This is an optimization exercise on Yosys and OpenROAD, whose aim is small area, not a production implementation.
At most, simulation tests tie the RTL to the original design; equivalence was not proved.
Power is estimated from default activity; no workload was simulated.

==> run a <==
==> flow/design.v <==
module ledcube_core (
    input  wire        clk,
    input  wire        rst,
    input  wire        cmd_valid,
    output wire        cmd_ready,
    input  wire [63:0] cmd,
    output reg         rsp_valid,
    output wire [35:0] rsp_data,
    input  wire        tick,
    output wire        tick_ready,
    output wire        blank,
    output wire        latch,
    output wire [8:0]  layer_en,
    output wire        sclk,
    output wire        sdata,
    output reg  [1:0]  fault,
    output wire        mem_en,
    output wire        mem_we,
    output wire [10:0] mem_addr,
    output wire [35:0] mem_wdata,
    input  wire [35:0] mem_rdata
);
    localparam [1:0] S_IDLE = 2'd0,    
                     S_CLR  = 2'd1,    
                     S_STB  = 2'd2,    
                     S_BST  = 2'd3;    
    function [9:0] code;
        input [3:0] x;
        input [3:0] y;
        input [3:0] z;
        reg f;
        begin
            f = x[3] | y[3] | z[3];
            code[9]   = f;
            code[8:6] = f ? {x[3], y[3], z[3]} : y[2:0];
            code[5:3] = x[3] ? y[2:0] : x[2:0];
            code[2:0] = z[3] ? y[2:0] : z[2:0];
        end
    endfunction
    reg [1:0] st;
    reg       init;      
    reg       rend;      
    reg       ready;     
    reg [5:0] b;         
    reg [3:0] x, z;      
    reg [3:0] n;         
    wire idle = (st == S_IDLE);
    wire clr  = (st == S_CLR);
    wire stb  = (st == S_STB);
    wire bst  = (st == S_BST);
    wire [3:0] op = cmd[63:60];
    wire [3:0] cx = cmd[47:44];
    wire [3:0] cy = cmd[43:40];
    wire [3:0] cz = cmd[39:36];
    wire z_res = ~|cmd[59:48];
    wire z_col = ~|cmd[35:0];
    wire z_xyz = ~|cmd[47:36];
    wire is_cmt = (op == 4'h4);
    wire legal = z_res & ((op == 4'h1) |
                          (((op == 4'h2) | (op == 4'h3)) & z_col) |
                          (is_cmt & z_col & z_xyz));
    wire in_range = (~cx[3] | ~|cx[2:0]) & (~cy[3] | ~|cy[2:0]) &
                    (~cz[3] | ~|cz[2:0]);
    assign cmd_ready  = (idle | (bst & ~b0 & ~rsp_valid & ~layer_en[0])) & ~|fault;
    assign tick_ready = idle & ~|fault;
    wire acc  = cmd_valid & cmd_ready;
    wire tacc = tick & ~cmd_valid & tick_ready;
    wire b0   = (b == 6'd0);
    wire tail = z[3] & (z[1] | z[0]);                  
    wire bend = b0 & z[3] & z[1] & x[2] & x[0];        
    wire cwrap = x[3] & z[3];                          
    reg [5:0] b_d;
    reg [3:0] x_d, z_d;
    always @(*) begin
        case (st)
        S_IDLE: begin
            b_d = tacc ? 6'd3 : b;
            x_d = x;
            z_d = z;
        end
        S_STB: begin
            b_d = b0 ? 6'd35 : b - 6'd1;
            x_d = 4'd0;
            z_d = 4'd0;
        end
        S_BST: if (rsp_valid) begin    
            b_d = b;
            x_d = x;
            z_d = z;
        end else begin
            b_d = bend ? 6'd0 : b0 ? 6'd35 : b - 6'd1;
            x_d = (bend | (b0 & x[3])) ? 4'd0 : b0 ? x + 4'd1 : x;
            z_d = bend ? 4'd0 : (b0 & x[3]) ? z + 4'd1 : z;
        end
        default: begin  
            b_d = cwrap ? (b0 ? 6'd8 : b - 6'd1) : b;
            x_d = x[3] ? 4'd0 : x + 4'd1;
            z_d = x[3] ? (z[3] ? 4'd0 : z + 4'd1) : z;
        end
        endcase
    end
    wire sel = acc & ~cmd[62];
    wire [3:0] xa = sel ? cx : x_d;
    wire [3:0] za = sel ? cz : z_d;
    wire [3:0] ya = sel ? cy : clr ? b_d[3:0] : n;
    assign mem_en    = 1'b1;
    assign mem_we    = clr | (sel & ~cmd[61]);
    assign mem_addr  = {rend ^ ~(sel ? cmd[60] : clr), code(xa, ya, za)};
    assign mem_wdata = cmd[35:0] & {36{~clr}};
    assign rsp_data  = mem_rdata;
    wire rbit = b[5] ? mem_rdata[{4'b1000, b[1:0]}] : mem_rdata[b[4:0]];
    assign sclk  = bst & ~rsp_valid;
    assign sdata = rbit & ~tail;
    assign blank = stb;
    assign latch = stb & b[1] & ~b[0];
    assign layer_en = {n == 4'd0, n == 4'd8, n == 4'd7, n == 4'd6, n == 4'd5,
                       n == 4'd4, n == 4'd3, n == 4'd2, n == 4'd1};
    always @(posedge clk) begin
        b <= b_d;
        x <= x_d;
        z <= z_d;
        if (rst) begin
            st        <= S_CLR;
            init      <= 1'b1;
            rend      <= 1'b0;
            ready     <= 1'b0;
            n         <= 4'd1;
            fault     <= 2'd0;
            rsp_valid <= 1'b0;
            b         <= 6'd0;
            x         <= 4'd0;
            z         <= 4'd0;
        end else begin
            rsp_valid <= 1'b0;
            case (st)
            S_IDLE, S_BST: begin
                if (acc) begin
                    if (!legal)
                        fault <= 2'd1;
                    else if (is_cmt)
                        ready <= 1'b1;
                    else if (!in_range)
                        fault <= 2'd2;
                    else
                        rsp_valid <= 1'b1;
                end else if (tacc) begin
                    st <= S_STB;
                end
                if (bst && bend)
                    st <= (ready && n == 4'd1) ? S_CLR : S_IDLE;
            end
            S_STB: begin
                if (~b[1] & b[0]) begin
                    n <= (n == 4'd8) ? 4'd0 : n + 4'd1;
                    if (n == 4'd0 && ready)
                        rend <= ~rend;
                end
                if (b0)
                    st <= S_BST;
            end
            default: begin  
                if (cwrap && b == 6'd1) begin
                    if (init) begin
                        init <= 1'b0;
                        rend <= ~rend;
                    end else begin
                        st        <= S_IDLE;
                        rsp_valid <= ready;
                        ready     <= 1'b0;
                    end
                end
            end
            endcase
        end
    end
endmodule
==> flow/run.sh <==
#!/bin/bash
# synth_recipe.tcl (not shown) runs the flow's synth.tcl, then flattens the netlist and writes it again
# the make line also repeats each setting of config.mk as NAME=value (left out here)
make -C /OpenROAD-flow-scripts/flow DESIGN_CONFIG=/design/flow/config.mk WORK_HOME=/design/flow/orfs CLKGATE_MAP_FILE= SYNTH_SCRIPT=/design/flow/synth_recipe.tcl finish
==> flow/config.mk <==
export PLATFORM = sky130hd
export DESIGN_NAME = ledcube_core
export DESIGN_NICKNAME = ledcube_core
export VERILOG_FILES = /design/flow/design.v
export SDC_FILE = /design/flow/constraint.sdc
export NUM_CORES = 8
export LEC_CHECK = 0
export CAP_MARGIN = 20
export CORE_MARGIN = 2
export CORE_UTILIZATION = 30
export PLACE_DENSITY = 0.35
export SLEW_MARGIN = 20
==> flow/constraint.sdc <==
create_clock -name core_clock -period 10.0 [get_ports {clk}]
set_input_delay 2.0000 -clock core_clock [delete_from_list [all_inputs] [get_ports {clk}]]
set_output_delay 2.0000 -clock core_clock [all_outputs]
set_load 0.01 [all_outputs]
==> inputs of run b, as changes to run a <==
==> flow/design.v, changed modules only <==
module ledcube_core (
    input  wire        clk,
    input  wire        rst,
    input  wire        cmd_valid,
    output wire        cmd_ready,
    input  wire [63:0] cmd,
    output reg         rsp_valid,
    output wire [35:0] rsp_data,
    input  wire        tick,
    output wire        tick_ready,
    output wire        blank,
    output wire        latch,
    output wire [8:0]  layer_en,
    output wire        sclk,
    output wire        sdata,
    output reg  [1:0]  fault,
    output wire        mem_en,
    output wire        mem_we,
    output wire [10:0] mem_addr,
    output wire [35:0] mem_wdata,
    input  wire [35:0] mem_rdata
);
    localparam [1:0] S_IDLE = 2'd0,    
                     S_CLR  = 2'd1,    
                     S_STB  = 2'd2,    
                     S_BST  = 2'd3;    
    function [9:0] code;
        input [3:0] x;
        input [3:0] y;
        input [3:0] z;
        reg f;
        begin
            f = x[3] | y[3] | z[3];
            code[9]   = f;
            code[8:6] = f ? {x[3], y[3], z[3]} : y[2:0];
            code[5:3] = x[3] ? y[2:0] : x[2:0];
            code[2:0] = z[3] ? y[2:0] : z[2:0];
        end
    endfunction
    function [3:0] inc4;
        input [3:0] v;
        inc4 = {v[3] ^ (v[2] & v[1] & v[0]), v[2] ^ (v[1] & v[0]), v[1] ^ v[0], ~v[0]};
    endfunction
    function [5:0] dec6;
        input [5:0] v;
        dec6 = {v[5] ^ ~|v[4:0], v[4] ^ ~|v[3:0], v[3] ^ ~|v[2:0], v[2] ^ ~|v[1:0],
                v[1] ^ ~v[0], ~v[0]};
    endfunction
    reg [1:0] st;
    reg       rend;      
    reg       ready;     
    reg [5:0] b;         
    reg [3:0] x, z;      
    reg [3:0] n;         
    wire idle = (st == S_IDLE);
    wire clr  = (st == S_CLR);
    wire stb  = (st == S_STB);
    wire bst  = (st == S_BST);
    wire [3:0] op = cmd[63:60];
    wire [3:0] cx = cmd[47:44];
    wire [3:0] cy = cmd[43:40];
    wire [3:0] cz = cmd[39:36];
    wire z_res = ~|cmd[59:48];
    wire z_col = ~|cmd[35:0];
    wire z_xyz = ~|cmd[47:36];
    wire is_cmt = (op == 4'h4);
    wire legal = z_res & ((op == 4'h1) |
                          (((op == 4'h2) | (op == 4'h3)) & z_col) |
                          (is_cmt & z_col & z_xyz));
    wire in_range = (~cx[3] | ~|cx[2:0]) & (~cy[3] | ~|cy[2:0]) &
                    (~cz[3] | ~|cz[2:0]);
    assign cmd_ready  = idle & ~|fault;
    assign tick_ready = idle & b0 & ~|fault;
    wire acc  = cmd_valid & cmd_ready;
    wire tacc = tick & ~cmd_valid & tick_ready;
    wire b0   = (b == 6'd0);
    wire tail = z[3] & (z[1] | z[0]);                  
    wire bend = b0 & z[3] & z[1] & x[2] & x[0];        
    wire cwrap = x[3] & z[3];                          
    reg [5:0] b_d;
    reg [3:0] x_d, z_d;
    always @(*) begin
        case (st)
        S_IDLE: begin
            b_d = tacc ? 6'd3 : b0 ? 6'd0 : dec6(b);
            x_d = cx;
            z_d = cz;
        end
        S_STB: begin
            b_d = b0 ? 6'd35 : dec6(b);
            x_d = 4'd0;
            z_d = 4'd0;
        end
        S_BST: begin
            b_d = (bend & ready & n == 4'd1) ? 6'd0 : b0 ? 6'd35 : dec6(b);
            x_d = (bend | (b0 & x[3])) ? 4'd0 : b0 ? inc4(x) : x;
            z_d = bend ? 4'd0 : (b0 & x[3]) ? inc4(z) : z;
        end
        default: begin  
            b_d = cwrap ? (b0 ? 6'd8 : dec6(b)) : b;
            x_d = x[3] ? 4'd0 : inc4(x);
            z_d = x[3] ? (z[3] ? 4'd0 : inc4(z)) : z;
        end
        endcase
    end
    wire [3:0] ya = idle ? cy : clr ? b_d[3:0] : n;
    assign mem_en    = 1'b1;
    assign mem_we    = clr | (acc & ~cmd[62] & ~cmd[61]);
    assign mem_addr  = {rend ^ ~(idle ? cmd[60] : clr), code(x_d, ya, z_d)};
    assign mem_wdata = cmd[35:0] & {36{~clr}};
    assign rsp_data  = mem_rdata;
    wire rbit = b[5] ? mem_rdata[{4'b1000, b[1:0]}] : mem_rdata[b[4:0]];
    assign sclk  = bst;
    assign sdata = rbit & ~tail;
    assign blank = stb;
    assign latch = stb & b[1] & ~b[0];
    assign layer_en = {n == 4'd0, n == 4'd8, n == 4'd7, n == 4'd6, n == 4'd5,
                       n == 4'd4, n == 4'd3, n == 4'd2, n == 4'd1};
    always @(posedge clk) begin
        b <= b_d;
        x <= x_d;
        z <= z_d;
        if (rst) begin
            st        <= S_CLR;
            rend      <= 1'b0;
            ready     <= 1'b0;
            n         <= 4'd1;
            fault     <= 2'd0;
            rsp_valid <= 1'b0;
            b         <= 6'd0;
            x         <= 4'd0;
            z         <= 4'd0;
        end else begin
            rsp_valid <= 1'b0;
            case (st)
            S_IDLE: begin
                if (acc) begin
                    if (!legal)
                        fault <= 2'd1;
                    else if (is_cmt)
                        ready <= 1'b1;
                    else if (!in_range)
                        fault <= 2'd2;
                    else
                        rsp_valid <= 1'b1;
                end else if (tacc) begin
                    st <= S_STB;
                end
            end
            S_STB: begin
                if (~b[1] & b[0]) begin
                    n <= (n == 4'd8) ? 4'd0 : inc4(n);
                    if (n == 4'd0 && ready)
                        rend <= ~rend;
                end
                if (b0)
                    st <= S_BST;
            end
            S_BST: begin
                if (bend)
                    st <= (ready && n == 4'd1) ? S_CLR : S_IDLE;
            end
            default: begin  
                if (cwrap && b == 6'd1) begin
                    if (ready || rend) begin
                        st        <= S_IDLE;
                        rsp_valid <= ready;
                        ready     <= 1'b0;
                    end else begin
                        rend <= 1'b1;
                    end
                end
            end
            endcase
        end
    end
endmodule
==> flow/flow/run.sh (new file) <==
#!/bin/bash
# Standard ORFS layout, with the smallest buffer for the port buffers and a
# small clock tree. Every tool's output goes to its own log.
set -euo pipefail
bash standard.sh \
  "BUFFER_PORTS_ARGS=-buffer_cell sky130_fd_sc_hd__buf_1" \
  "CTS_ARGS=-sink_clustering_enable -repair_clock_nets -dont_use_dummy_load -root_buf sky130_fd_sc_hd__clkbuf_8 -buf_list sky130_fd_sc_hd__clkbuf_8" \
  finish > make_finish.log 2>&1
==> flow/standard.sh (new file) <==
#!/bin/bash
# synth_recipe.tcl (not shown) runs the flow's synth.tcl, then flattens the netlist and writes it again
# the make line also repeats each setting of config.mk as NAME=value (left out here)
make -C /OpenROAD-flow-scripts/flow DESIGN_CONFIG=/design/flow/config.mk WORK_HOME=/design/flow/orfs CLKGATE_MAP_FILE= SYNTH_SCRIPT=/design/flow/synth_recipe.tcl "${@:-finish}"
CORE_UTILIZATION = 60   (was 30)
PLACE_DENSITY = 0.7   (was 0.35)
removed: flow/run.sh
==> notes.md <==
	run b	run a
Run status	complete, no violations	complete, no violations
Kind of launch point of the worst setup path	flip-flop	input port
Met2 layer wire length in the routed design	5.23 mm	5.78 mm
Met3 routed WL	768 um	1.38 mm
Number of storage elements in the synthesis netlist	25	26
Net Sw Power	0.000195 W	0.000161 W
Mapped cell area	0.00320 mm2	0.00334 mm2
Crit path buffers/inverters	3	2
Crit path setup slack, layout	4.60 ns	3.39 ns
Pre-antenna DRT Iters	5	4
Reg-to-Reg End	st[0]	st[1]
Horizontal extent of the die	77.0 um	109 um
Simple-Gate Fraction of Synth Area	32.4%	31.1%
Area of the die	0.00593 mm2	0.0120 mm2
No functional check of the RTL was part of run a.

static timing again, ports no longer ideal:
The results above use ideal ports. As a check the final layouts listed here were re-extracted and re-timed, cells and wires unchanged. Step 1, drivers: a clkbuf_16 drives clk and a buf_2 each remaining input, both assumed. Step 2 adds t to the input delays and takes it off the output delays; t is the mean of the earliest and latest rising clock arrival at the registers after step 1. Input paths then give back, and output paths get back, about the clock's delay inside the block. Three values: ideal ports, drivers, drivers and shift; two values: the first two.
run | t, ns | setup WS [ns] | worst hold slack (ns)
run a | 0.311 | 3.390 / 3.355 / 3.355 | 0.492 / 0.492 / 0.492
run b | 0.301 | 4.601 / 4.572 / 4.634 | 0.507 / 0.507 / 0.507
After both steps setup and hold are still met in every run listed. The setup slack of run a, which loses most, moves by -0.035 ns with the drivers and by -0.035 ns with both steps.
